Source: an optimization exercise on an open RTL-to-GDS flow (aim: small area). Production flows keep margins and buffers that such runs may drop.
Function was checked by simulation only, so behaviour that the tests miss may differ from the original.
The flow treats the clock pin as an ideal source, which a real chip does not have.
Power and IR drop assume default switching activity.

**flow/flow/run.sh**
```bash
#!/bin/bash
# Standard ORFS layout (the standard.sh) with these changes:
#  * port buffers are the smallest buffer cell instead of the default,
#  * clock tree synthesis inserts no dummy loads and clusters more sinks
#    per leaf buffer,
#  * after clock tree synthesis, logic cells with timing slack to spare
#    are downsized (flow/downsize.tcl, run as ORFS's POST_CTS_TCL hook).
# Each step's full output is in its own log file here; ORFS also keeps
# its per-stage logs under orfs/logs/.
set -euo pipefail
here=$(pwd)

bash standard.sh synth > synth.log 2>&1

CTS_ARGS="-sink_clustering_enable -repair_clock_nets -dont_use_dummy_load"
CTS_ARGS="$CTS_ARGS -buf_list {sky130_fd_sc_hd__clkbuf_4 sky130_fd_sc_hd__clkbuf_8}"
CTS_ARGS="$CTS_ARGS -sink_clustering_size 16 -sink_clustering_max_diameter 70"

bash standard.sh \
    BUFFER_PORTS_ARGS="-buffer_cell sky130_fd_sc_hd__buf_1" \
    CTS_ARGS="$CTS_ARGS" \
    POST_CTS_TCL="$here/flow/downsize.tcl" \
    finish > layout.log 2>&1
```
**flow/flow/downsize.tcl**
```tcl
# Downsize logic cells that synthesis left at a high drive strength when
# their output has timing slack to spare. Buffers, clock-tree cells,
# port buffers and flip-flops are left alone. A cell whose output then
# breaks a max-slew or max-capacitance limit is put back.
proc ds_area {} {
  set a 0
  foreach i [[ord::get_db_block] getInsts] {
    set m [$i getMaster]
    set a [expr {$a + [$m getWidth] * [$m getHeight] / 1e6}]
  }
  return $a
}
estimate_parasitics -placement
set area_before [ds_area]
array set ds_orig {}
foreach inst [get_cells *] {
  set ref [get_property $inst ref_name]
  if {![regexp {^(sky130_fd_sc_hd__[a-z0-9]+)_([0-9]+)$} $ref -> base drive]} continue
  if {$drive <= 1} continue
  if {[regexp {__(buf|clkbuf|clkinv|inv|dfxtp|dfrtp|conb|tap|dly|clkdly)} $base]} continue
  set out ""
  foreach p [get_pins -of_objects $inst -filter "direction == output"] { set out $p }
  if {$out eq ""} continue
  set slack [get_property $out slack_max]
  if {$slack eq "" || $slack == "INF" || $slack < 1.5} continue
  foreach d {0 1} {
    set cand [get_lib_cells -quiet */${base}_$d]
    if {[llength $cand] > 0} {
      set ds_orig([get_full_name $inst]) $ref
      replace_cell $inst [lindex $cand 0]
      break
    }
  }
}
estimate_parasitics -placement
# put back cells that now drive a slow (near max-slew) output
set n_back 0
foreach name [array names ds_orig] {
  set inst [get_cells $name]
  set out ""
  foreach p [get_pins -of_objects $inst -filter "direction == output"] { set out $p }
  set viol 0
  set s [get_property $out slew_max]
  if {$s > 0.75} { set viol 1 }
  if {$viol} {
    replace_cell $inst [lindex [get_lib_cells */$ds_orig($name)] 0]
    unset ds_orig($name)
    incr n_back
  }
}
estimate_parasitics -placement
puts "downsize: [array size ds_orig] cells kept smaller, $n_back put back, area [format %.1f $area_before] -> [format %.1f [ds_area]]"
```
**flow/standard.sh**
```bash
#!/bin/bash
# synth_recipe.tcl (not shown) runs the flow's synth.tcl, then flattens the netlist and writes it again
# the make line also repeats each setting of config.mk as NAME=value (left out here)
make -C /OpenROAD-flow-scripts/flow DESIGN_CONFIG=/design/flow/config.mk WORK_HOME=/design/flow/orfs CLKGATE_MAP_FILE= SYNTH_SCRIPT=/design/flow/synth_recipe.tcl "${@:-finish}"
```
**flow/config.mk**
```make
export PLATFORM = sky130hd
export DESIGN_NAME = fsb_core
export DESIGN_NICKNAME = fsb_core
export VERILOG_FILES = /design/flow/design.v
export SDC_FILE = /design/flow/constraint.sdc
export NUM_CORES = 4
export LEC_CHECK = 0
export CAP_MARGIN = 0
export CELL_PAD_IN_SITES_DETAIL_PLACEMENT = 1
export CELL_PAD_IN_SITES_GLOBAL_PLACEMENT = 1
export CORE_MARGIN = 2
export CORE_UTILIZATION = 45
export CTS_BUF_LIST = sky130_fd_sc_hd__clkbuf_4 sky130_fd_sc_hd__clkbuf_8
export PLACE_DENSITY = 0.55
export SLEW_MARGIN = 0
export SYNTH_HIERARCHICAL = 1
```
**flow/constraint.sdc**
```tcl
create_clock -name core_clock -period 10.0 [get_ports {clk}]
set_input_delay 2.0000 -clock core_clock [delete_from_list [all_inputs] [get_ports {clk}]]
set_output_delay 2.0000 -clock core_clock [all_outputs]
set_load 0.01 [all_outputs]
```
**flow/design.v**
```verilog
module fsb_ao22 (input wire a1, a2, b1, b2, output wire x);
    assign x = (a1 & a2) | (b1 & b2);
endmodule
module fsb_aoi222 (input wire a1, a2, b1, b2, c1, c2, output wire y);
    assign y = ~((a1 & a2) | (b1 & b2) | (c1 & c2));
endmodule
module fsb_rd16_bit (input wire [15:0] s, input wire [15:0] r, output wire y);
    wire [5:0] n;
    fsb_aoi222 u0 (.a1(s[0]),  .a2(r[0]),  .b1(s[1]),  .b2(r[1]),  .c1(s[2]),  .c2(r[2]),  .y(n[0]));
    fsb_aoi222 u1 (.a1(s[3]),  .a2(r[3]),  .b1(s[4]),  .b2(r[4]),  .c1(s[5]),  .c2(r[5]),  .y(n[1]));
    fsb_aoi222 u2 (.a1(s[6]),  .a2(r[6]),  .b1(s[7]),  .b2(r[7]),  .c1(s[8]),  .c2(r[8]),  .y(n[2]));
    fsb_aoi222 u3 (.a1(s[9]),  .a2(r[9]),  .b1(s[10]), .b2(r[10]), .c1(s[11]), .c2(r[11]), .y(n[3]));
    fsb_aoi222 u4 (.a1(s[12]), .a2(r[12]), .b1(s[13]), .b2(r[13]), .c1(s[14]), .c2(r[14]), .y(n[4]));
    assign n[5] = ~(s[15] & r[15]);
    assign y = ~(&n);
endmodule
module fsb_rd16 #(parameter W = 64) (
    input  wire [16*W-1:0] r,       
    input  wire [15:0]     oh,
    output wire [W-1:0]    y
);
    genvar j, k;
    generate
        for (j = 0; j < W; j = j + 1) begin : g_bit
            wire [15:0] col;
            for (k = 0; k < 16; k = k + 1) begin : g_col
                assign col[k] = r[k*W + j];
            end
            fsb_rd16_bit u_bit (.s(oh), .r(col), .y(y[j]));
        end
    endgenerate
endmodule
module fsb_rf_next (
    input  wire [63:0] q,
    input  wire        keep,
    input  wire        sel_b,
    input  wire        sel_e,
    input  wire        sel_s,
    input  wire [63:0] bus_b,
    input  wire [10:0] bus_e,
    input  wire        bus_s,
    output wire [63:0] d
);
    wire [10:0] n;
    genvar j;
    generate
        for (j = 0; j < 11; j = j + 1) begin : g_lo
            fsb_aoi222 u (.a1(keep), .a2(q[j]), .b1(sel_b), .b2(bus_b[j]),
                          .c1(sel_e), .c2(bus_e[j]), .y(n[j]));
        end
        for (j = 11; j < 64; j = j + 1) begin : g_hi
            fsb_ao22 u (.a1(keep), .a2(q[j]), .b1(sel_b), .b2(bus_b[j]), .x(d[j]));
        end
    endgenerate
    assign d[0]    = ~(n[0] & ~(sel_s & bus_s));
    assign d[10:1] = ~n[10:1];
endmodule
module fsb_add52 (
    input  wire [51:0] a,
    input  wire [51:0] b,
    input  wire        ci,
    output wire [51:0] s
);
    localparam N = 52;
    reg [N-1:0] g, p, gp, pp;
    integer d, i;
    always @* begin
        p  = a ^ b;
        g  = a & b;
        gp = g;
        pp = p;
        gp[0] = g[0] | (p[0] & ci);
        for (d = 1; d < N; d = d * 2)
            for (i = 2 * d - 1; i < N; i = i + 2 * d) begin
                gp[i] = gp[i] | (pp[i] & gp[i-d]);
                pp[i] = pp[i] & pp[i-d];
            end
        for (d = 32; d >= 1; d = d / 2)
            for (i = 3 * d - 1; i < N; i = i + 2 * d) begin
                gp[i] = gp[i] | (pp[i] & gp[i-d]);
                pp[i] = pp[i] & pp[i-d];
            end
    end
    assign s = p ^ {gp[N-2:0], ci};
endmodule
module fsb_bb_lo (
    input  wire hwe, hw, p, a, sb, s, e1, am1, e2, ap1, zx,
    output wire y
);
    wire zsh = (e1 & am1) | (e2 & ap1);
    assign y = (hwe & hw) | (p & a) | (sb & s) | (zsh ^ zx);
endmodule
module fsb_bb_mid (
    input  wire hwe, hw, p, a, sb, s, cm, ce, e1, am1, e2, ap1, zx,
    output wire y
);
    wire zsh = (e1 & am1) | (e2 & ap1);
    assign y = (hwe & hw) | (p & a) | (sb & s) | (cm & ce) | (zsh ^ zx);
endmodule
module fsb_bb_hi (
    input  wire hwe, hw, cm, ce, e1, am1, e2, ap1, zx,
    output wire y
);
    wire zsh = (e1 & am1) | (e2 & ap1);
    assign y = (hwe & hw) | (cm & ce) | (zsh ^ zx);
endmodule
module fsb_addy (input wire nud, p, ua, ac, output wire y);
    assign y = (~nud & ~p) | (ua & ac);
endmodule
module fsb_dp (
    input  wire [7:0]  op,
    input  wire        is_split,
    input  wire        is_comb,
    input  wire        is_zz,
    input  wire        is_set,
    input  wire        is_arith,
    input  wire        host_we,
    input  wire [63:0] host_wdata,
    input  wire [63:0] op_a,
    input  wire [10:0] op_e,
    input  wire        op_s,
    input  wire [51:0] prev_q,
    input  wire [51:0] acc_q,
    output wire [63:0] bus_b,
    output wire [10:0] bus_e,
    output wire        bus_s,
    output wire [51:0] sum,        
    output wire [51:0] sum_msk     
);
    wire       dbl  = op[0];
    wire [2:0] wsel = op[2:0];
    wire       c    = !host_we;         
    wire zlt23 = (wsel != 3'd0);
    wire zlt32 = (wsel != 3'd0) && (wsel != 3'd1);
    wire zlt52 = (wsel == 3'd3) || (wsel[2]);
    wire zlt64 = wsel[2];
    reg  ztop;    
    always @* begin
        case (wsel)
            3'd0:    ztop = op_a[10];
            3'd1:    ztop = op_a[22];
            3'd2:    ztop = op_a[31];
            3'd3:    ztop = op_a[51];
            default: ztop = op_a[63];
        endcase
    end
    wire zenc = c && is_zz && !op[3];
    wire zdec = c && is_zz &&  op[3];
    wire ze11 = zenc,          ze23 = zenc && zlt23, ze32 = zenc && zlt32,
         ze52 = zenc && zlt52, ze64 = zenc && zlt64;
    wire zd11 = zdec,          zd23 = zdec && zlt23, zd32 = zdec && zlt32,
         zd52 = zdec && zlt52, zd64 = zdec && zlt64;
    wire zt   = zenc && ztop;
    wire zd0  = zdec && op_a[0];
    wire zx11 = (zt) | zd0;
    wire zx23 = (zt && zlt23) | zd0;
    wire zx32 = (zt && zlt32) | zd0;
    wire zx52 = (zt && zlt52) | zd0;
    wire zx64 = (zt && zlt64) | zd0;
    wire        use_diff = !op[3] && is_arith;
    wire        use_acc  =  op[3] && is_arith;
    wire [51:0] add_y;
    genvar j;
    generate
        for (j = 0; j < 52; j = j + 1) begin : g_y
            fsb_addy u (.nud(!use_diff), .p(prev_q[j]), .ua(use_acc), .ac(acc_q[j]), .y(add_y[j]));
        end
    endgenerate
    fsb_add52 u_add (.a(op_a[51:0]), .b(add_y), .ci(use_diff), .s(sum));
    wire alt11 = (wsel != 3'd1);
    wire alt23 = (wsel != 3'd1) && (wsel != 3'd2);
    wire alt52 = (wsel == 3'd0) || wsel[2];
    assign sum_msk = {{29{alt52}}, {12{alt23}}, {3{alt11}}, 8'hFF};
    wire sg = c && is_arith;
    wire [51:0] sb = {{29{sg && alt52}}, {12{sg && alt23}}, {3{sg && alt11}}, {8{sg}}};
    assign bus_s = dbl ? op_a[63] : op_a[31];
    assign bus_e = dbl ? op_a[62:52] : {3'd0, op_a[30:23]};
    wire pass_lo = c && (is_split || is_comb);
    wire pass_hi = pass_lo && dbl;
    wire cmb_d = c && is_comb && dbl;
    wire cmb_s = c && is_comb && !dbl;
    wire [64:0] ap = {1'b0, op_a};           
    wire [64:0] am = {op_a, 1'b0};           
    generate
        for (j = 0; j < 64; j = j + 1) begin : g_bus
            wire e1 = (j < 11) ? ze11 : (j < 23) ? ze23 : (j < 32) ? ze32 :
                      (j < 52) ? ze52 : ze64;
            wire e2 = (j < 10) ? zd11 : (j < 22) ? zd23 : (j < 31) ? zd32 :
                      (j < 51) ? zd52 : (j < 63) ? zd64 : 1'b0;
            wire zx = (j < 11) ? zx11 : (j < 23) ? zx23 : (j < 32) ? zx32 :
                      (j < 52) ? zx52 : zx64;
            if (j < 23 || (j >= 32 && j < 52)) begin : g_lo
                fsb_bb_lo u (.hwe(host_we), .hw(host_wdata[j]),
                             .p(j < 23 ? pass_lo : pass_hi), .a(op_a[j]),
                             .sb(sb[j]), .s(sum[j]),
                             .e1(e1), .am1(am[j]), .e2(e2), .ap1(ap[j+1]), .zx(zx),
                             .y(bus_b[j]));
            end else if (j < 32) begin : g_mid
                fsb_bb_mid u (.hwe(host_we), .hw(host_wdata[j]),
                              .p(pass_hi), .a(op_a[j]), .sb(sb[j]), .s(sum[j]),
                              .cm(cmb_s), .ce(j == 31 ? op_s : op_e[(j-23) % 11]),
                              .e1(e1), .am1(am[j]), .e2(e2), .ap1(ap[j+1]), .zx(zx),
                              .y(bus_b[j]));
            end else begin : g_hi
                fsb_bb_hi u (.hwe(host_we), .hw(host_wdata[j]),
                             .cm(cmb_d), .ce(j == 63 ? op_s : op_e[(j-52) % 11]),
                             .e1(e1), .am1(am[j]), .e2(e2), .ap1(ap[j+1]), .zx(zx),
                             .y(bus_b[j]));
            end
        end
    endgenerate
endmodule
module fsb_core (
    input  wire        clk,
    input  wire        rst,           
    input  wire        cmd_valid,
    input  wire [31:0] cmd,
    input  wire        host_we,
    input  wire [3:0]  host_waddr,
    input  wire [63:0] host_wdata,
    input  wire [3:0]  host_raddr,
    output wire [63:0] host_rdata,
    output wire [2:0]  err,
    output wire [31:0] errcmd,
    output wire        fault
);
    reg  [63:0] regs [0:15];
    reg  [51:0] prev_q;
    reg  [51:0] acc_q;
    reg         err_q;
    reg  [31:0] errcmd_q;
    assign err    = {err_q, 2'b00};
    assign errcmd = errcmd_q;
    assign fault  = err_q;
    wire [7:0] op = cmd[31:24];
    wire [3:0] f1 = cmd[23:20];
    wire [3:0] f2 = cmd[19:16];
    wire [3:0] f3 = cmd[15:12];
    wire [3:0] f4 = cmd[11:8];
    wire low16_zero = (cmd[15:0] == 16'd0);
    wire imm_zero   = (cmd[7:0] == 8'd0);
    wire is_init  = (op == 8'h01);
    wire is_split = (op[7:1] == 7'b0001000);           
    wire is_comb  = (op[7:1] == 7'b0001001);           
    wire is_zz    = (op[7:4] == 4'h2) && (op[2:0] <= 3'd4);
    wire grp3     = (op[7:4] == 4'h3) && (op[2:0] <= 3'd4);
    wire is_set   = grp3 && (op[2:0] == 3'd0);         
    wire is_arith = grp3 && (op[2:0] != 3'd0);         
    wire acc_grp  = op[3];
    wire legal =
        (is_init  && (cmd[23:0] == 24'd0)) ||
        (is_split && imm_zero && (f1 != f3) && (f1 != f4) && (f3 != f4)) ||
        (is_comb  && imm_zero) ||
        (is_zz    && low16_zero) ||
        (is_set   && low16_zero && (f1 == 4'd0)) ||
        (is_arith && low16_zero);
    wire active = cmd_valid && !err_q;
    wire exec   = active && legal && !host_we;
    wire raise  = active && !legal;
    function [15:0] dec16;
        input [3:0] a;
        dec16 = 16'd1 << a;
    endfunction
    wire [1023:0] rflat;
    wire [175:0]  rlow11;
    wire [15:0]   rbit0;
    genvar i;
    generate
        for (i = 0; i < 16; i = i + 1) begin : g_flat
            assign rflat[i*64 +: 64]  = regs[i];
            assign rlow11[i*11 +: 11] = regs[i][10:0];
            assign rbit0[i]           = regs[i][0];
        end
    endgenerate
    wire [63:0] op_a;       
    wire [10:0] op_e;       
    wire        op_s;       
    fsb_rd16 #(.W(64)) u_rd_h (.r(rflat),  .oh(dec16(host_raddr)),         .y(host_rdata));
    fsb_rd16 #(.W(64)) u_rd_a (.r(rflat),  .oh(dec16(is_comb ? f4 : f2)),  .y(op_a));
    fsb_rd16 #(.W(11)) u_rd_e (.r(rlow11), .oh(dec16(f3)),                 .y(op_e));
    fsb_rd16 #(.W(1))  u_rd_s (.r(rbit0),  .oh(dec16(f2)),                 .y(op_s));
    wire [63:0] bus_b;
    wire [10:0] bus_e;
    wire        bus_s;
    wire [51:0] sum, sum_msk;
    fsb_dp u_dp (
        .op(op), .is_split(is_split), .is_comb(is_comb), .is_zz(is_zz),
        .is_set(is_set), .is_arith(is_arith),
        .host_we(host_we), .host_wdata(host_wdata),
        .op_a(op_a), .op_e(op_e), .op_s(op_s), .prev_q(prev_q), .acc_q(acc_q),
        .bus_b(bus_b), .bus_e(bus_e), .bus_s(bus_s), .sum(sum), .sum_msk(sum_msk)
    );
    wire wr_f1 = exec && (is_comb || is_zz || is_arith || is_split);
    wire wr_sp = exec && is_split;
    wire [15:0] oh_w1 = dec16(f1);
    wire [15:0] oh_w3 = dec16(f3);
    wire [15:0] oh_w4 = dec16(f4);
    wire [15:0] oh_hw = dec16(host_waddr);
    generate
        for (i = 0; i < 16; i = i + 1) begin : g_reg
            wire h   = host_we && oh_hw[i];
            wire w1  = wr_f1 && oh_w1[i];
            wire w3  = wr_sp && oh_w3[i];
            wire w4  = wr_sp && oh_w4[i];
            wire any = h || w1 || w3 || w4;
            wire [63:0] d;
            fsb_rf_next u_next (
                .q(regs[i]),
                .keep(!rst && !any),
                .sel_b(!rst && (h || (w1 && !is_split) || w4)),
                .sel_e(!rst && w3),
                .sel_s(!rst && w1 && is_split),
                .bus_b(bus_b), .bus_e(bus_e), .bus_s(bus_s),
                .d(d)
            );
            always @(posedge clk) regs[i] <= d;
        end
    endgenerate
    wire prev_ld = exec && (is_set || is_arith) && !acc_grp;
    wire acc_ld  = exec && (is_set || is_arith) && acc_grp;
    wire clr_pa  = rst || (exec && is_init);
    wire prev_keep = !clr_pa && !prev_ld;
    wire prev_sel  = !clr_pa && prev_ld;
    wire acc_keep  = !clr_pa && !acc_ld;
    wire acc_sel   = !clr_pa && acc_ld;
    wire ec_keep   = !rst && !raise;
    wire ec_sel    = !rst && raise;
    wire [51:0] prev_d, acc_d;
    wire [31:0] errcmd_d;
    generate
        for (i = 0; i < 52; i = i + 1) begin : g_pa
            fsb_ao22 u_p (.a1(prev_keep), .a2(prev_q[i]), .b1(prev_sel), .b2(op_a[i]), .x(prev_d[i]));
            fsb_ao22 u_a (.a1(acc_keep), .a2(acc_q[i]), .b1(acc_sel & sum_msk[i]), .b2(sum[i]), .x(acc_d[i]));
        end
        for (i = 0; i < 32; i = i + 1) begin : g_ec
            fsb_ao22 u_e (.a1(ec_keep), .a2(errcmd_q[i]), .b1(ec_sel), .b2(cmd[i]), .x(errcmd_d[i]));
        end
    endgenerate
    always @(posedge clk) begin
        prev_q   <= prev_d;
        acc_q    <= acc_d;
        err_q    <= !rst && (err_q || raise);
        errcmd_q <= errcmd_d;
    end
endmodule
```
==> impl_metrics.tcl, run 1 <==
set metrics [dict create \
    max_slew.worst_pin.slew_ps 1570 \
    finalSetupViolCount 0 \
    path_clk_slew_ps 100 \
    max-slew-margin-rel -0.0447 \
    p_int_mw 5.61 \
    clkSinkCount 1161 \
    routedWlPerCell_um 43.3 \
    run_status "finished with violations" \
    dpl-instance-area_mm2 0.0565 \
    timing_worst_setup_path_type "primary input to flip-flop" \
    placedCellCount 6556 \
    r2r_worst_path_depth 20 \
    dieHeight_um 345 \
    rows 124 \
    startpoint_of_the_tightest_hold_check_path "errcmd_q[12]$_DFF_P_" \
    yosys_warnings 11 \
    power.switching_fraction 0.289 \
    globalRoute.totalOverflow 0 \
    max_freq_mhz 111 \
    hold_end "errcmd_q[12]$_DFF_P_" \
    postRouteWirelength_um 289000 \
    powerDensity_mw_per_mm2 139 \
    layout.nets 5322 \
    cpMaxStageDelayCell "sky130_fd_sc_hd__nor4_2" \
    drive_above_1_share 0.0658 \
    finalSetupTns_ps 0 \
    endpoint_of_the_worst_register_to_register_path "regs[2][51]$_DFF_P_" \
    drv_cap 1 \
    combined_global_route_utilization_of_all_metal_layers 0.465 \
    fin_worst_skew_ps 103 \
    drc 0 \
    rsz0062_at_grt "no" \
    worst_vdd_ir_uv 105 \
    critical_path.endpoint_type "flip-flop" \
    hold_path.class "flip-flop to flip-flop" \
    critical_path.startpoint_type "primary input" \
    hold_viol_final 0 \
    final_cells 6661 \
    floorplan.core_area_mm2 0.115 \
    combinationalPowerShare 0.092 \
    place_hpwl_um 171000 \
    syn_avg_cell_area_um2 11.0 \
    num_io_pins 208 \
    first_global_vias 53700 \
    first_pass_grt_wire_length_um 402000 \
    r2r_setup_slack_ps 3710 \
    die_w_um 345 \
    starting_density 0.455 \
    post-route-util 0.494 \
    final_min_period_over_clock_period 0.901 \
    netlist_instances 4746 \
    timing.critical_path.mode_cell "sky130_fd_sc_hd__buf_4" \
    io_buffer_count 205 \
    first_iter_violations 12400 \
    hold_path_depth 1 \
    fin_crit_ps 9010 \
    path_max_fanout 18 \
    p_leak_nw 21.3 \
    syn-cell-area_mm2 0.0522 \
    area_growth_from_synthesis_to_layout_pct 8.64 \
    gp_routability_congestion 0.965 \
    worst_skew_pair.late_latency_ps 850 \
    floorplan.die_area_mm2 0.119 \
    route.antenna.remaining_nets 0 \
    maximum_number_of_pins_on_one_net_before_global_route_repair 64 \
    finalMaxSlewViolations 12 \
    cp_bufs_invs 7 \
    detailroute.via_count 55800 \
    seqPwrFrac 0.594 \
    cp_slowest_stage_delay_ps 600 \
    cpLargestDelayFamily "compound AO/OA/AOI/OAI gates" \
    grt_antenna_before_repair 14 \
    so.violations "max-capacitance violations, max-slew violations" \
    power.switching_mw 2.28 \
    cts_tree "built" \
    power_mw 7.89 \
    clock_power_share 0.314 \
    number_of_iterations_in_the_first_detailed_routing_pass 15 \
    drt-vias-per-instance 8.37 \
    finalInstanceArea_mm2 0.0567 \
    critPathArrivalTime_ps 9680 \
    regToRegStartpoint "regs[12][0]$_DFF_P_" \
    cp_data_required_time_ps 10680 \
]
[layout by cell type (no fill, tap or decap), types with 11 or more instances in the layout]
master	n
sky130_fd_sc_hd__dfxtp_1	1161
sky130_fd_sc_hd__a22o_1	984
sky130_fd_sc_hd__a222oi_1	919
sky130_fd_sc_hd__nand2_1	249
sky130_fd_sc_hd__inv_1	229
sky130_fd_sc_hd__and3_1	202
sky130_fd_sc_hd__buf_1	202
sky130_fd_sc_hd__buf_4	168
sky130_fd_sc_hd__nand4_1	145
sky130_fd_sc_hd__clkbuf_8	93
sky130_fd_sc_hd__nor2_1	84
sky130_fd_sc_hd__a22oi_1	82
sky130_fd_sc_hd__xor2_1	80
sky130_fd_sc_hd__o2bb2ai_1	51
sky130_fd_sc_hd__ha_1	48
sky130_fd_sc_hd__fa_1	27
sky130_fd_sc_hd__a21oi_1	26
sky130_fd_sc_hd__nand3_1	25
sky130_fd_sc_hd__nor3_1	24
sky130_fd_sc_hd__xnor2_1	23
sky130_fd_sc_hd__nor2b_1	17
sky130_fd_sc_hd__nor2_4	17
sky130_fd_sc_hd__a21bo_1	17
sky130_fd_sc_hd__nor2_2	16
sky130_fd_sc_hd__a21o_1	16
sky130_fd_sc_hd__o21ba_4	14
sky130_fd_sc_hd__o21ai_0	13
sky130_fd_sc_hd__o31ai_1	13
sky130_fd_sc_hd__o21bai_1	13
sky130_fd_sc_hd__conb_1	13
sky130_fd_sc_hd__diode_2	12
sky130_fd_sc_hd__nor4_1	12
sky130_fd_sc_hd__a211oi_1	12
sky130_fd_sc_hd__a221o_1	12
sky130_fd_sc_hd__buf_12	12
sky130_fd_sc_hd__nand2b_1	11
[worst max path at each step]
| stage | startpoint | end | slack, ps | cells after the start |
|---|---|---|---|---|
| 2_1_floorplan | host_raddr[0] | host_rdata[0] | 470 | 4 |
| 3_3_place_gp | cmd[27] | regs[6][51]$_DFF_P_ | 480 | 28 |
| 3_5_place_dp | cmd[27] | regs[11][51]$_DFF_P_ | 500 | 26 |
| 5_1_grt | cmd[27] | regs[0][51]$_DFF_P_ | 920 | 28 |
| 6_report | cmd[27] | regs[2][51]$_DFF_P_ | 990 | 28 |
[routing by layer]
metal,routed length [µm],track usage,up-vias
li1,-,-,21700
met1,107000,0.602,27900
met4,22200,0.291,8
met3,41700,0.148,1227
met5,56,0.00200,-
met2,118000,0.668,4962
[flip-flops by register name (all words and copies together), names as in the netlist]
name	count
prev_q	52
errcmd_q	32
acc_q	52
err_q	1
regs	1024
[power by group through the flow]
stage                     Clock (mW)  Combinational, mW  Sequential [mW]
after floorplan                    0              0.303             4.79
after global placement             0              0.683             4.80
after detailed placement           0              0.687             4.80
after global routing            2.62              0.712             4.70
final                           2.48              0.725             4.69
[layout make-up]
cell class / count / area [µm²]
Tap cell: 1512 / 1890
Clock buffer: 93 / 1280
Antenna cell: 12 / 30.0
Inverter: 231 / 867
Fill cell: 12600 / 58100
Sequential cell: 1161 / 23200
Timing Repair Buffer: 385 / 2280
Multi-Input combinational cell: 3267 / 27200
[through the flow]
| stage | hold WS, ps | setup WS, ps |
|---|---|---|
| 6_report | 483 | 993 |
| 2_1_floorplan | 471 | 474 |
| 5_1_grt | 499 | 921 |
| 3_5_place_dp | 465 | 503 |
| 3_3_place_gp | 461 | 479 |
==> inputs of run 2 (changes only) <==
--- a/flow/flow/run.sh
+++ b/flow/flow/run.sh
@@ -14,7 +14,7 @@
 
 CTS_ARGS="-sink_clustering_enable -repair_clock_nets -dont_use_dummy_load"
 CTS_ARGS="$CTS_ARGS -buf_list {sky130_fd_sc_hd__clkbuf_4 sky130_fd_sc_hd__clkbuf_8}"
-CTS_ARGS="$CTS_ARGS -sink_clustering_size 16 -sink_clustering_max_diameter 70"
+CTS_ARGS="$CTS_ARGS -sink_clustering_size 12 -sink_clustering_max_diameter 60"
 
 bash standard.sh \
     BUFFER_PORTS_ARGS="-buffer_cell sky130_fd_sc_hd__buf_1" \
--- a/flow/config.mk
+++ b/flow/config.mk
@@ -5,12 +5,12 @@
 export SDC_FILE = /design/flow/constraint.sdc
 export NUM_CORES = 4
 export LEC_CHECK = 0
-export CAP_MARGIN = 0
+export CAP_MARGIN = 15
 export CELL_PAD_IN_SITES_DETAIL_PLACEMENT = 1
 export CELL_PAD_IN_SITES_GLOBAL_PLACEMENT = 1
 export CORE_MARGIN = 2
 export CORE_UTILIZATION = 45
 export CTS_BUF_LIST = sky130_fd_sc_hd__clkbuf_4 sky130_fd_sc_hd__clkbuf_8
 export PLACE_DENSITY = 0.55
-export SLEW_MARGIN = 0
+export SLEW_MARGIN = 15
 export SYNTH_HIERARCHICAL = 1
==> run 2 against run 1 <==
Now clean on timing, DRC and antenna. Register-to-register slack improved by 150 ps. Synthesized cell count unchanged. Worst setup slack improved by 230 ps. Combinational power about the same. Critical path type unchanged. Largest power group unchanged.
==> impl_metrics.tcl, run 2 <==
set metrics [dict create \
    drc 0 \
    hold_slack_ps 481 \
    routedWlPerCell_um 43.3 \
    startpoint_of_the_tightest_hold_check_path "acc_q[33]$_DFF_P_" \
    detailroute.via_count 56200 \
    hold_end "acc_q[33]$_DFF_P_" \
    p_int_mw 5.85 \
    yosys_warnings 11 \
    drt-vias-per-instance 8.39 \
    cp_bufs_invs 5 \
    die_w_um 345 \
    biggestRegsByFlops "regs (1024), acc_q (52), prev_q (52)" \
    worst_skew_pair.late_latency_ps 890 \
    worst_vdd_ir_uv 124 \
    cts_tree "built" \
    hold_path_depth 1 \
    finalSetupViolCount 0 \
    max_flop_register "regs" \
    powerDensity_mw_per_mm2 143 \
    floorplan.core_area_mm2 0.115 \
    finalMaxSlewViolations 0 \
    final_min_period_over_clock_period 0.877 \
    first_iter_violations 12800 \
    critical_path.startpoint_type "primary input" \
    path_max_fanout 31 \
    syn-cell-area_mm2 0.0522 \
    area_growth_from_synthesis_to_layout_pct 9.45 \
    max_slew.worst_pin.slew_ps 1440 \
    clkSinkCount 1161 \
    route.antenna.remaining_nets 0 \
    endpoint_of_the_worst_register_to_register_path "regs[15][51]$_DFF_P_" \
    most-common-layout-cells "sky130_fd_sc_hd__dfxtp_1 (1,161), sky130_fd_sc_hd__a22o_1 (984), sky130_fd_sc_hd__a222oi_1 (919), sky130_fd_sc_hd__nand2_1 (249), sky130_fd_sc_hd__inv_1 (229)" \
    hold_path.class "flip-flop to flip-flop" \
    place_hpwl_um 171000 \
    cp_slowest_stage_delay_ps 590 \
    layout_commonest_cell "sky130_fd_sc_hd__dfxtp_1" \
    cpMaxStageDelayCell "sky130_fd_sc_hd__nor4_2" \
    num_io_pins 208 \
    path_clk_slew_ps 80 \
    largest_register_ff_count 1024 \
    num-fill-cells 12600 \
    max_freq_mhz 114 \
    critPathArrivalTime_ps 9480 \
    postRouteWirelength_um 290000 \
    run_status "finished clean" \
    combined_global_route_utilization_of_all_metal_layers 0.467 \
    drive_above_1_share 0.0708 \
    critical_path.endpoint_type "flip-flop" \
    max-slew-margin-rel 0.0365 \
    fin_crit_ps 8770 \
    gp_routability_congestion 0.965 \
    regToRegStartpoint "regs[0][0]$_DFF_P_" \
    rows 124 \
    timing_worst_setup_path_type "primary input to flip-flop" \
    hold_viol_final 0 \
    syn_avg_cell_area_um2 11.0 \
    r2r_worst_path_depth 20 \
    place_worst_setup_slack_ps 540 \
    floorplan.die_area_mm2 0.119 \
    cpLargestDelayFamily "compound AO/OA/AOI/OAI gates" \
    clock_power_share 0.338 \
    seqPwrFrac 0.574 \
    layout.nets 5352 \
    combinationalPowerShare 0.089 \
    grt_antenna_before_repair 13 \
    p_leak_nw 21.5 \
    first_pass_grt_wire_length_um 404000 \
    timing.critical_path.mode_cell "sky130_fd_sc_hd__buf_4" \
    fin_worst_skew_ps 103 \
    power.switching_fraction 0.285 \
    io_buffer_count 205 \
    layout_setup_ws_ps 1230 \
    number_of_iterations_in_the_first_detailed_routing_pass 19 \
    first_global_vias 54100 \
    starting_density 0.455 \
    rsz0062_at_grt "no" \
    power.switching_mw 2.33 \
    netlist_instances 4746 \
    r2r_setup_slack_ps 3860 \
    drv_cap 0 \
    dieHeight_um 345 \
    globalRoute.totalOverflow 0 \
    finalSetupTns_ps 0 \
    maximum_number_of_pins_on_one_net_before_global_route_repair 64 \
    cp_data_required_time_ps 10700 \
]
## run 2: layout make-up
type	instances	area, µm²	share of cell area
clock buffer	121	1670	0.0291
inverter	231	867	0.0152
antenna	13	32.5	0.000569
timing repair buffer	387	2310	0.0404
tap	1512	1890	0.0331
multi-input combinational	3267	27200	0.475
sequential	1161	23200	0.407
## run 2: per-layer routing
layer,global-route usage,routed length (µm)
met5,0.00641,153
met4,0.303,22100
met3,0.143,40800
met2,0.667,118000
met1,0.609,108000
## run 2: worst max-delay path by stage
stage	startpoint	depth (start not counted)	endpoint
2_1_floorplan	host_raddr[0]	4	host_rdata[0]
3_3_place_gp	cmd[27]	28	regs[6][51]$_DFF_P_
3_5_place_dp	cmd[27]	26	regs[6][51]$_DFF_P_
5_1_grt	cmd[27]	26	regs[15][51]$_DFF_P_
6_report	cmd[27]	26	regs[15][51]$_DFF_P_
## run 2: stage by stage
step	std cells	power [mW]	utilization	instance area [µm²]
5_1_grt	6680	8.33	0.498	57100
3_3_place_gp	6556	5.48	0.492	56500
3_5_place_dp	6557	5.48	0.492	56500
6_report	6692	8.18	0.498	57200
2_1_floorplan	4756	5.10	-	52300
## run 2: power by group through the flow
| stage | logic, mW | registers [mW] | clock network (mW) |
|---|---|---|---|
| after floorplan | 0.303 | 4.79 | 0 |
| after global placement | 0.683 | 4.80 | 0 |
| after detailed placement | 0.687 | 4.80 | 0 |
| after global routing | 0.714 | 4.70 | 2.92 |
| final | 0.726 | 4.69 | 2.76 |
==> inputs of run 3 (changes only) <==
--- a/flow/design.v
+++ b/flow/design.v
@@ -83,30 +83,6 @@
     end
     assign s = p ^ {gp[N-2:0], ci};
 endmodule
-module fsb_bb_lo (
-    input  wire hwe, hw, p, a, sb, s, e1, am1, e2, ap1, zx,
-    output wire y
-);
-    wire zsh = (e1 & am1) | (e2 & ap1);
-    assign y = (hwe & hw) | (p & a) | (sb & s) | (zsh ^ zx);
-endmodule
-module fsb_bb_mid (
-    input  wire hwe, hw, p, a, sb, s, cm, ce, e1, am1, e2, ap1, zx,
-    output wire y
-);
-    wire zsh = (e1 & am1) | (e2 & ap1);
-    assign y = (hwe & hw) | (p & a) | (sb & s) | (cm & ce) | (zsh ^ zx);
-endmodule
-module fsb_bb_hi (
-    input  wire hwe, hw, cm, ce, e1, am1, e2, ap1, zx,
-    output wire y
-);
-    wire zsh = (e1 & am1) | (e2 & ap1);
-    assign y = (hwe & hw) | (cm & ce) | (zsh ^ zx);
-endmodule
-module fsb_addy (input wire nud, p, ua, ac, output wire y);
-    assign y = (~nud & ~p) | (ua & ac);
-endmodule
 module fsb_dp (
     input  wire [7:0]  op,
     input  wire        is_split,
@@ -130,12 +106,22 @@
     wire       dbl  = op[0];
     wire [2:0] wsel = op[2:0];
     wire       c    = !host_we;         
+    wire zlt11 = 1'b1;
     wire zlt23 = (wsel != 3'd0);
     wire zlt32 = (wsel != 3'd0) && (wsel != 3'd1);
     wire zlt52 = (wsel == 3'd3) || (wsel[2]);
     wire zlt64 = wsel[2];
-    reg  ztop;    
+    reg  [63:0] zm;      
+    reg  [63:0] zm1;     
+    reg         ztop;    
+    integer j;
     always @* begin
+        for (j = 0; j < 64; j = j + 1) begin
+            zm[j]  = (j < 11) ? zlt11 : (j < 23) ? zlt23 : (j < 32) ? zlt32 :
+                     (j < 52) ? zlt52 : zlt64;
+            zm1[j] = (j < 10) ? zlt11 : (j < 22) ? zlt23 : (j < 31) ? zlt32 :
+                     (j < 51) ? zlt52 : (j < 63) ? zlt64 : 1'b0;
+        end
         case (wsel)
             3'd0:    ztop = op_a[10];
             3'd1:    ztop = op_a[22];
@@ -146,69 +132,35 @@
     end
     wire zenc = c && is_zz && !op[3];
     wire zdec = c && is_zz &&  op[3];
-    wire ze11 = zenc,          ze23 = zenc && zlt23, ze32 = zenc && zlt32,
-         ze52 = zenc && zlt52, ze64 = zenc && zlt64;
-    wire zd11 = zdec,          zd23 = zdec && zlt23, zd32 = zdec && zlt32,
-         zd52 = zdec && zlt52, zd64 = zdec && zlt64;
-    wire zt   = zenc && ztop;
-    wire zd0  = zdec && op_a[0];
-    wire zx11 = (zt) | zd0;
-    wire zx23 = (zt && zlt23) | zd0;
-    wire zx32 = (zt && zlt32) | zd0;
-    wire zx52 = (zt && zlt52) | zd0;
-    wire zx64 = (zt && zlt64) | zd0;
+    wire [63:0] zsh = ({64{zenc}} & zm  & {op_a[62:0], 1'b0}) |
+                      ({64{zdec}} & zm1 & {1'b0, op_a[63:1]});
+    wire [63:0] zx  = ({64{zenc & ztop}} & zm) | {64{zdec & op_a[0]}};
+    wire [63:0] zz  = zsh ^ zx;
     wire        use_diff = !op[3] && is_arith;
     wire        use_acc  =  op[3] && is_arith;
-    wire [51:0] add_y;
-    genvar j;
-    generate
-        for (j = 0; j < 52; j = j + 1) begin : g_y
-            fsb_addy u (.nud(!use_diff), .p(prev_q[j]), .ua(use_acc), .ac(acc_q[j]), .y(add_y[j]));
-        end
-    endgenerate
+    wire [51:0] add_y = ({52{use_diff}} & ~prev_q) | ({52{use_acc}} & acc_q);
     fsb_add52 u_add (.a(op_a[51:0]), .b(add_y), .ci(use_diff), .s(sum));
     wire alt11 = (wsel != 3'd1);
     wire alt23 = (wsel != 3'd1) && (wsel != 3'd2);
     wire alt52 = (wsel == 3'd0) || wsel[2];
-    assign sum_msk = {{29{alt52}}, {12{alt23}}, {3{alt11}}, 8'hFF};
-    wire sg = c && is_arith;
-    wire [51:0] sb = {{29{sg && alt52}}, {12{sg && alt23}}, {3{sg && alt11}}, {8{sg}}};
+    reg [51:0] am;
+    always @* begin
+        for (j = 0; j < 52; j = j + 1)
+            am[j] = (j < 8) ? 1'b1 : (j < 11) ? alt11 : (j < 23) ? alt23 : alt52;
+    end
+    assign sum_msk = am;
+    wire [51:0] sum_b = sum & am & {52{c && is_arith}};
     assign bus_s = dbl ? op_a[63] : op_a[31];
     assign bus_e = dbl ? op_a[62:52] : {3'd0, op_a[30:23]};
     wire pass_lo = c && (is_split || is_comb);
     wire pass_hi = pass_lo && dbl;
+    wire [63:0] pass = {12'd0, {29{pass_hi}}, {23{pass_lo}}} & op_a;
     wire cmb_d = c && is_comb && dbl;
     wire cmb_s = c && is_comb && !dbl;
-    wire [64:0] ap = {1'b0, op_a};           
-    wire [64:0] am = {op_a, 1'b0};           
-    generate
-        for (j = 0; j < 64; j = j + 1) begin : g_bus
-            wire e1 = (j < 11) ? ze11 : (j < 23) ? ze23 : (j < 32) ? ze32 :
-                      (j < 52) ? ze52 : ze64;
-            wire e2 = (j < 10) ? zd11 : (j < 22) ? zd23 : (j < 31) ? zd32 :
-                      (j < 51) ? zd52 : (j < 63) ? zd64 : 1'b0;
-            wire zx = (j < 11) ? zx11 : (j < 23) ? zx23 : (j < 32) ? zx32 :
-                      (j < 52) ? zx52 : zx64;
-            if (j < 23 || (j >= 32 && j < 52)) begin : g_lo
-                fsb_bb_lo u (.hwe(host_we), .hw(host_wdata[j]),
-                             .p(j < 23 ? pass_lo : pass_hi), .a(op_a[j]),
-                             .sb(sb[j]), .s(sum[j]),
-                             .e1(e1), .am1(am[j]), .e2(e2), .ap1(ap[j+1]), .zx(zx),
-                             .y(bus_b[j]));
-            end else if (j < 32) begin : g_mid
-                fsb_bb_mid u (.hwe(host_we), .hw(host_wdata[j]),
-                              .p(pass_hi), .a(op_a[j]), .sb(sb[j]), .s(sum[j]),
-                              .cm(cmb_s), .ce(j == 31 ? op_s : op_e[(j-23) % 11]),
-                              .e1(e1), .am1(am[j]), .e2(e2), .ap1(ap[j+1]), .zx(zx),
-                              .y(bus_b[j]));
-            end else begin : g_hi
-                fsb_bb_hi u (.hwe(host_we), .hw(host_wdata[j]),
-                             .cm(cmb_d), .ce(j == 63 ? op_s : op_e[(j-52) % 11]),
-                             .e1(e1), .am1(am[j]), .e2(e2), .ap1(ap[j+1]), .zx(zx),
-                             .y(bus_b[j]));
-            end
-        end
-    endgenerate
+    wire [63:0] cmb = {cmb_d & op_s, {11{cmb_d}} & op_e[10:0], 20'd0,
+                       cmb_s & op_s, {8{cmb_s}} & op_e[7:0], 23'd0};
+    assign bus_b = ({64{host_we}} & host_wdata) | pass | cmb | zz |
+                   {12'd0, sum_b};
 endmodule
 module fsb_core (
     input  wire        clk,
==> flow/flow/run.sh (replaced) <==
#!/bin/bash
# Standard ORFS layout (the standard.sh) with two changes:
#  * port buffers are the smallest buffer cell instead of the default,
#  * clock tree synthesis inserts no dummy loads and clusters more sinks
#    per leaf buffer.
# Each step's full output is in its own log file here; ORFS also keeps
# its per-stage logs under orfs/logs/.
set -euo pipefail

bash standard.sh synth > synth.log 2>&1

CTS_ARGS="-sink_clustering_enable -repair_clock_nets -dont_use_dummy_load"
CTS_ARGS="$CTS_ARGS -buf_list {sky130_fd_sc_hd__clkbuf_4 sky130_fd_sc_hd__clkbuf_8}"
CTS_ARGS="$CTS_ARGS -sink_clustering_size 12 -sink_clustering_max_diameter 60"

bash standard.sh \
    BUFFER_PORTS_ARGS="-buffer_cell sky130_fd_sc_hd__buf_1" \
    CTS_ARGS="$CTS_ARGS" \
    finish > layout.log 2>&1
==> flow/config.mk (replaced) <==
export PLATFORM = sky130hd
export DESIGN_NAME = fsb_core
export DESIGN_NICKNAME = fsb_core
export VERILOG_FILES = /design/flow/design.v
export SDC_FILE = /design/flow/constraint.sdc
export NUM_CORES = 4
export LEC_CHECK = 0
export CAP_MARGIN = 20
export CELL_PAD_IN_SITES_DETAIL_PLACEMENT = 1
export CELL_PAD_IN_SITES_GLOBAL_PLACEMENT = 1
export CORE_MARGIN = 2
export CORE_UTILIZATION = 42
export CTS_BUF_LIST = sky130_fd_sc_hd__clkbuf_4 sky130_fd_sc_hd__clkbuf_8
export PLACE_DENSITY = 0.52
export SLEW_MARGIN = 20
export SYNTH_HIERARCHICAL = 1
removed: flow/flow/downsize.tcl
==> run 3 against run 2 <==
Total power grew 2.4%. Critical endpoint is now regs[9][39]$_DFF_P_. Die area increased by 7.2%. Hold slack lost 4.5 ps. Final area grew 2.2%. Still clean on timing, DRC and antenna. Routed wire length fell by 0.27%. Critical path depth is 2 lower. First-iteration DRC count down 5.0%. Synthesized cell count up 3.6%.
==> impl_metrics.tcl, run 3 <==
set metrics [dict create \
    run_status "finished clean" \
    cpMaxStageDelayCell "sky130_fd_sc_hd__nor4_2" \
    ctsResizeCount 0 \
    largest_register_ff_count 1024 \
    max_flop_register "regs" \
    fin_worst_skew_ps 87.4 \
    placedCellCount 6800 \
    wl_met1_um 111000 \
    globalRoute.totalOverflow 0 \
    netlist_instances 4916 \
    startpoint_of_the_tightest_hold_check_path "prev_q[41]$_DFF_P_" \
    worstSetupStartpoint "cmd[27]" \
    worst_setup_path_endpoint "regs[9][39]$_DFF_P_" \
    detailroute.wirelength.met2_um 119000 \
    finalInstanceArea_mm2 0.0584 \
    rows 129 \
    finalMaxSlewViolations 0 \
    first_global_vias 53900 \
    floorplan.core_area_mm2 0.124 \
    final_min_period_over_clock_period 0.908 \
    max_slew.worst_pin.slew_ps 1270 \
    h_tree_depth 4 \
    cts-root-to-sink-buffers 3 \
    first_pass_grt_wire_length_um 403000 \
    timing.critical_path.mode_cell "sky130_fd_sc_hd__buf_4" \
    drt-vias-per-instance 8.03 \
    endpoint_of_the_worst_register_to_register_path "regs[9][39]$_DFF_P_" \
    postRouteWirelength_um 289000 \
    r2r_setup_slack_ps 3960 \
    layout_commonest_cell "sky130_fd_sc_hd__dfxtp_1" \
    cts_setup_buffers 0 \
    critical_path.startpoint_type "primary input" \
    ctsRootBufferMaster "sky130_fd_sc_hd__clkbuf_8" \
    grt_antenna_before_repair 12 \
    drv_cap 0 \
    path_max_fanout 35 \
    io_buffer_count 205 \
    biggestRegsByFlops "regs (1024), acc_q (52), prev_q (52)" \
    die_w_um 357 \
    finalSetupTns_ps 0 \
    critical_path.endpoint_type "flip-flop" \
    cp_slowest_stage_delay_ps 900 \
    layout.nets 5484 \
    hold_path.class "flip-flop to flip-flop" \
    clock_power_share 0.350 \
    routedWlPerCell_um 41.6 \
    most-common-layout-cells "sky130_fd_sc_hd__dfxtp_1 (1,161), sky130_fd_sc_hd__a22o_1 (984), sky130_fd_sc_hd__a222oi_1 (919), sky130_fd_sc_hd__nand2_1 (329), sky130_fd_sc_hd__inv_1 (226)" \
    max_freq_mhz 110 \
    path_cells "clkbuf_4 -> nor4_2 -> nand4b_1 -> buf_4 -> a31oi_1 -> buf_4 -> nor2_4 -> buf_4 -> a222oi_1 -> and3_1 -> nand4_1 -> ha_1 -> a2111oi_1 -> o21a_1 -> nor3_2 -> o211a_4 -> o31ai_1 -> o21bai_1 -> a21o_1 -> fa_1 -> xor2_1 -> a222oi_1 -> nand2_1 -> a22o_1" \
    combinationalPowerShare 0.090 \
    dpl-instance-area_mm2 0.0565 \
    gp_routability_congestion 0.920 \
    power_mw 8.38 \
    fin_crit_ps 9080 \
    met3WireLength_um 39500 \
    syn-cell-area_mm2 0.0523 \
    r2r_worst_path_depth 15 \
    yosys_warnings 11 \
    path_clk_slew_ps 60 \
    worst_skew_pair.late_latency_ps 930 \
    starting_density 0.423 \
    place_worst_setup_slack_ps 481 \
    floorplan.die_area_mm2 0.127 \
    post-route-util 0.472 \
    syn_avg_cell_area_um2 10.6 \
    detailroute.via_count 55800 \
    regToRegStartpoint "regs[6][5]$_DFF_P_" \
    seqPwrFrac 0.560 \
    rsz0062_at_grt "no" \
    drc 0 \
    cts_tree "built" \
    layout_setup_ws_ps 920 \
    worst_vdd_ir_uv 140 \
    number_of_iterations_in_the_first_detailed_routing_pass 15 \
    p_int_mw 5.97 \
    holdBufCountCts 0 \
    drive_above_1_share 0.0857 \
    finalSetupViolCount 0 \
    place_hpwl_um 167000 \
    first_iter_violations 12200 \
    power.switching_fraction 0.287 \
    timing_worst_setup_path_type "primary input to flip-flop" \
    critPathArrivalTime_ps 9870 \
    area_growth_from_synthesis_to_layout_pct 11.7 \
    power.switching_mw 2.41 \
    maximum_number_of_pins_on_one_net_before_global_route_repair 72 \
    p_leak_nw 21.8 \
    route.antenna.remaining_nets 0 \
    powerDensity_mw_per_mm2 143 \
    hold_viol_final 0 \
    clkSinkCount 1161 \
    topRoutingLayerUsed "met5" \
    max-slew-margin-rel 0.154 \
    cp_data_required_time_ps 10790 \
    num_io_pins 208 \
    combined_global_route_utilization_of_all_metal_layers 0.435 \
    hold_slack_ps 477 \
    dieHeight_um 357 \
    cts_buffers 133 \
    final_cells 6942 \
]
[run 3: cell type report]
class	instances	area, µm²
Tap cell	1637	2050
Inverter	227	852
Clock buffer	133	1830
Timing Repair Buffer	395	2450
Fill cell	13700	65200
Antenna cell	6	15.0
Sequential cell	1161	23200
Multi-Input combinational cell	3383	28000
[run 3: routing by layer]
| metal | vias to the layer above | global-route usage |
|---|---|---|
| li1 | 22000 | - |
| met1 | 28000 | 0.566 |
| met2 | 4498 | 0.631 |
| met3 | 1163 | 0.133 |
| met4 | 18 | 0.262 |
| met5 | - | 0.00185 |
[run 3: how the worst min path moves through the flow]
stage | to | slack (ps) | depth (start not counted)
after floorplan | prev_q[0]$_DFF_P_ | 440 | 1
after global placement | prev_q[41]$_DFF_P_ | 460 | 1
after detailed placement | prev_q[13]$_DFF_P_ | 460 | 1
after CTS | prev_q[8]$_DFF_P_ | 470 | 1
after global routing | prev_q[49]$_DFF_P_ | 490 | 1
final | prev_q[41]$_DFF_P_ | 480 | 1
[run 3: critical path, delay by kind of cell]
family	cells	cell delay, ps
xor+xnor	1	190
simple gates	7	2430
compound gates	10	3260
fa+ha+maj	2	990
buf+inv	4	950
[run 3: power by group through the flow]
stage	logic [mW]	clock network, mW	registers (mW)
3_3_place_gp	0.703	0	4.79
2_1_floorplan	0.312	0	4.79
4_1_cts	0.707	2.95	4.69
6_report	0.758	2.93	4.69
3_5_place_dp	0.705	0	4.80
5_1_grt	0.748	3.13	4.69

[afterwards: timing with drivers on the ports]
The flow's constraints put no driver on any port. The routed layouts listed below were extracted and timed again, unchanged, in two steps.
Step 1: set_driving_cell puts a clkbuf_16 on clk and a buf_2 on each other input, an assumption about the parent block.
Step 2 times the ports against the registers' clock, not the clock port: input delays grow and output delays shrink by t, the midpoint of the rising clock arrivals with the driver on.
a / b / c = ideal ports / drivers / drivers and shift; a / b = the first two.
| run | t (ns) | slack for setup (ns) | worst setup path at the end | latest minus earliest clock arrival (ns) |
|---|---|---|---|---|
| run 1 | 0.877 | 0.993 / 1.036 / 0.159 | input to register | 0.103 / 0.104 |
| run 2 | 0.916 | 1.226 / 1.270 / 0.354 | input to register | 0.104 / 0.103 |
| run 3 | 0.976 | 0.920 / 0.983 / 0.007 | input to register | 0.088 / 0.089 |
The setup slack of run 3, which loses most, moves by +0.063 ns with the drivers and by -0.913 ns with both steps.
